What follows belongs to an exercise in optimizing a design on an open flow for small area; a production flow would make more cautious choices.
The RTL was checked by simulation tests, not by an equivalence proof against the original design.

==> flow/design.v (excerpt) <==
module sdep_engine (
    input  wire        clk,
    input  wire        rst,
    input  wire        op_valid,
    output wire        op_ready,
    input  wire [2:0]  op_code,
    input  wire [15:0] op_cmd,
    input  wire [15:0] op_len,
    input  wire        txd_valid,
    output wire        txd_ready,
    input  wire [7:0]  txd_data,
    output wire        bus_valid,
    output reg  [2:0]  bus_op,
    output reg  [7:0]  bus_tx,
    input  wire        bus_ready,
    input  wire [7:0]  bus_rx,
    input  wire        bus_err,
    output wire        rxd_valid,
    output wire [7:0]  rxd_data,
    output wire        res_valid,
    output wire [2:0]  res_kind,
    output wire [1:0]  res_code,
    output wire [3:0]  res_cause,
    output wire [2:0]  res_inner,
    output wire        res_status,
    output wire [15:0] res_id,
    output wire [15:0] res_count,
    output wire        exch_open
);
Size: roughly 55 flip-flops, about 130 I/O pins, roughly 3400 um2 of cells after synthesis.
export LEC_CHECK = 0
export CAP_MARGIN = 20
export CORE_MARGIN = 2
export CORE_UTILIZATION = 40
export SLEW_MARGIN = 20
create_clock -name core_clock -period 10.0 [get_ports {clk}]
standard.sh (not shown) runs the stock make flow with config.mk's settings and CLKGATE_MAP_FILE= SYNTH_SCRIPT=/design/flow/synth_recipe.tcl, a recipe that flattens the netlist after the stock synthesis.
==> flow/flow/run.sh <==
#!/bin/bash
# Layout flow: the standard ORFS flow (standard.sh) with these changes in
# how the layout is made:
#  - synthesis is synth_recipe.tcl unchanged except for the ABC script of the
#    combinational mapping (area-oriented &deepsyn + &nf, see my_synth.tcl);
#    it is run with several ABC seeds and two mapping variants, and the
#    smallest netlist is kept.
#    Registers are mapped before ABC, so they are the standard synthesis's;
#  - port buffers use the smallest buffer cell (buf_1);
#  - the clock tree uses clkbuf_8 and no dummy loads.
# Each tool's output goes to a log file in this work folder.
set -euo pipefail
W=$(pwd)
NSEEDS=32
PAR=${NUM_CORES:-4}
export FLOW_SYNTH_TCL="$W/synth_recipe.tcl"
export BUFFER_PORTS_ARGS="-buffer_cell sky130_fd_sc_hd__buf_1"
export CTS_ARGS="-sink_clustering_enable -repair_clock_nets -buf_list sky130_fd_sc_hd__clkbuf_8 -root_buf sky130_fd_sc_hd__clkbuf_8 -dont_use_dummy_load"

sed "s|SYNTH_SCRIPT=[^ ]*|SYNTH_SCRIPT=$W/flow/my_synth.tcl|" standard.sh > "$W/flow/standard_mine.sh"
grep -q "SYNTH_SCRIPT=$W/flow/my_synth.tcl" "$W/flow/standard_mine.sh"

# candidate syntheses, one per ABC seed, each in its own ORFS work folder
mkdir -p "$W/syn"
run_seed() {
  # candidates 0..NSEEDS-1: &deepsyn seed (candidate mod 16), mapped after
  # dch (first 16) or after &dch (next 16)
  local sd=$1 d="$W/syn/s$1" map
  if (( sd < 16 )); then map='&put\ndch -f\n&get -n\n'; else map='&dch -f\n'; fi
  printf "strash\n&get -n\n&deepsyn -J 100 -S %s\n${map}&nf -R 1000\n&put\ntopo\n" "$((sd % 16))" > "$W/syn/s$sd.abc"
  sed "s|WORK_HOME=[^ ]*|WORK_HOME=$d|" "$W/flow/standard_mine.sh" > "$W/syn/s$sd.sh"
  MY_ABC_SCRIPT="$W/syn/s$sd.abc" bash "$W/syn/s$sd.sh" synth > "$W/syn/s$sd.log" 2>&1 || true
}
for ((sd = 0; sd < NSEEDS; sd++)); do
  run_seed $sd &
  if (( (sd + 1) % PAR == 0 )); then wait; fi
done
wait

# keep the smallest (cell area without the buffers that placement removes)
best=""; best_area=""
for ((sd = 0; sd < NSEEDS; sd++)); do
  f="$W/syn/s$sd/reports/sky130hd/sdep_engine/base/synth_stat.txt"
  [[ -f "$W/syn/s$sd/results/sky130hd/sdep_engine/base/1_synth.odb" && -f "$f" ]] || continue
  a=$(awk '/sky130_fd_sc_hd__/ { if ($3 !~ /__(buf|clkbuf)_/) s += $2 } END { printf "%.3f", s }' "$f")
  echo "seed $sd: $a" >> "$W/syn/areas.log"
  if [[ -z "$best" ]] || awk -v a="$a" -v b="$best_area" 'BEGIN { exit !(a < b) }'; then
    best=$sd; best_area=$a
  fi
done
[[ -n "$best" ]]
echo "best seed $best: $best_area" >> "$W/syn/areas.log"
mkdir -p "$W/orfs"
cp -a "$W/syn/s$best/." "$W/orfs/"

bash "$W/flow/standard_mine.sh" > "$W/flow_run.log" 2>&1
Other scripts of this flow, unchanged in this note and not shown: flow/flow/my_synth.tcl
Edit:
--- a/flow/design.v
+++ b/flow/design.v
@@ -134,21 +134,21 @@
                 k_ld = 1'b1;
                 if (op_valid) begin
                     if (op_code == 3'd0 || op_code[2:1] == 2'b11) k_val = F_BAD;
                     else if (op_code[0] && op_code != 3'd1 && exch_r) k_val = F_OVERLAP;
                 end
             end
             S_XCHG:   if (hs) begin
                           k_ld  = (bus_rx < 8'hFE);
                           k_val = 7'd3;
                       end
-            S_WAIT:   if (w_end) begin
+            S_WAIT:   if (b[4:0] == 5'd0) begin
                           k_ld  = k1;
                           k_dec = 1'b1;
                           k_val = {2'b00, b[7] | m_rx, ~b[7], 3'd0};
                       end
             S_WHDR:   if (hs) begin
                           k_ld  = k1;
                           k_dec = 1'b1;
                           k_val = {2'b00, flen};
                       end
             S_WPAY:   if (hs) k_dec = !k1;
@@ -165,32 +165,30 @@
             S_RDLV:   k_dec = !k1;
             default:  ;
         endcase
     end
     always @(posedge clk)
         if (k_ld) k <= k_val;
         else      k <= k - {6'd0, k_dec};
     wire b_tx  = (st == S_FETCH) && txd_valid;
     wire b_rx  = hs && ((st == S_RPAY) || ((st == S_RHDR) && k[1] && k[0]));
     wire b_w   = hs && (((st == S_BUNSEL) && !bus_err) || ((st == S_PIN) && !bus_rx[0]));
-    localparam [4:0] W_END = 5'b10011;
-    wire w_end = (b[4:0] == W_END);
-    wire b_dec = (st == S_WAIT) && !w_end;
+    wire b_dec = (st == S_WAIT) && (b[4:0] != 5'd0);
     always @(posedge clk) begin
         if (b_tx)
             b <= txd_data;
         else if (b_rx)
             b <= bus_rx;
         else if (b_w)
-            b <= {st == S_PIN, bus_rx[6:5], 4'b1011, st == S_PIN};
-        else if (b_dec)
-            b[4:0] <= {b[3:0], b[4] ^ b[2]};
+            b <= {st == S_PIN, bus_rx[6:5], st == S_PIN, 4'b0011};
+        else
+            b[4:0] <= b[4:0] - {4'd0, b_dec};
     end
     always @(posedge clk) begin
         if (rst) begin
             st     <= S_IDLE;
             exch_r <= 1'b0;
         end else begin
             if (st == S_DONE)
                 exch_r <= exch_open;
             case (st)
                 S_IDLE: begin
@@ -228,21 +226,21 @@
                     else
                         st <= S_BUNSEL;
                 end
                 S_BUNSEL: if (hs) begin
                     if (bus_err)
                         st <= S_DONE;
                     else
                         st <= S_WAIT;
                 end
                 S_WAIT: begin
-                    if (!w_end)
+                    if (b[4:0] != 5'd0)
                         ;
                     else if (k1)
                         st <= S_DONE;
                     else
                         st <= b[7] ? S_PIN : S_SEL;
                 end
                 S_WHDR: if (hs) begin
                     if (bus_err)
                         st <= S_UNSEL;
                     else if (k1)
What happened: The changed run produced a clean layout. Die area shrinks by 1.0%. Critical path depth grows by 3. Flip-flop and latch count is unchanged. Synthesized cell count grows by about 3.5%. Via count grows by 0.46%. Cell area shrinks by 1.1%.

==> port drivers added, routing unchanged <==
How much do the figures lean on ideal ports? The routed layouts below were timed once more, with nothing changed but the port constraints. Step 1 assumes that a clkbuf_16 drives the clock port and a buf_2 every other input. Step 2 adds t to the input delays and takes it off the output delays; t is the mean of the earliest and latest rising clock arrival at the registers after step 1. Input paths then give back, and output paths get back, about the clock's delay inside the block. Slacks: ideal / step 1 / step 2; pairs: ideal / step 1.
run | t, ns | setup slack, ns | hold WS [ns] | slew at the worst register clock pin (ns) | worst data-port slew with drivers (ns)
the first run | 0.328 | 4.967 / 4.933 / 5.261 | 0.571 / 0.571 / 0.571 | 0.10 / 0.10 | 0.04
the second run | 0.333 | 4.953 / 4.921 / 5.254 | 0.559 / 0.559 / 0.559 | 0.10 / 0.10 | 0.04
After both steps setup and hold are still met in every run listed.
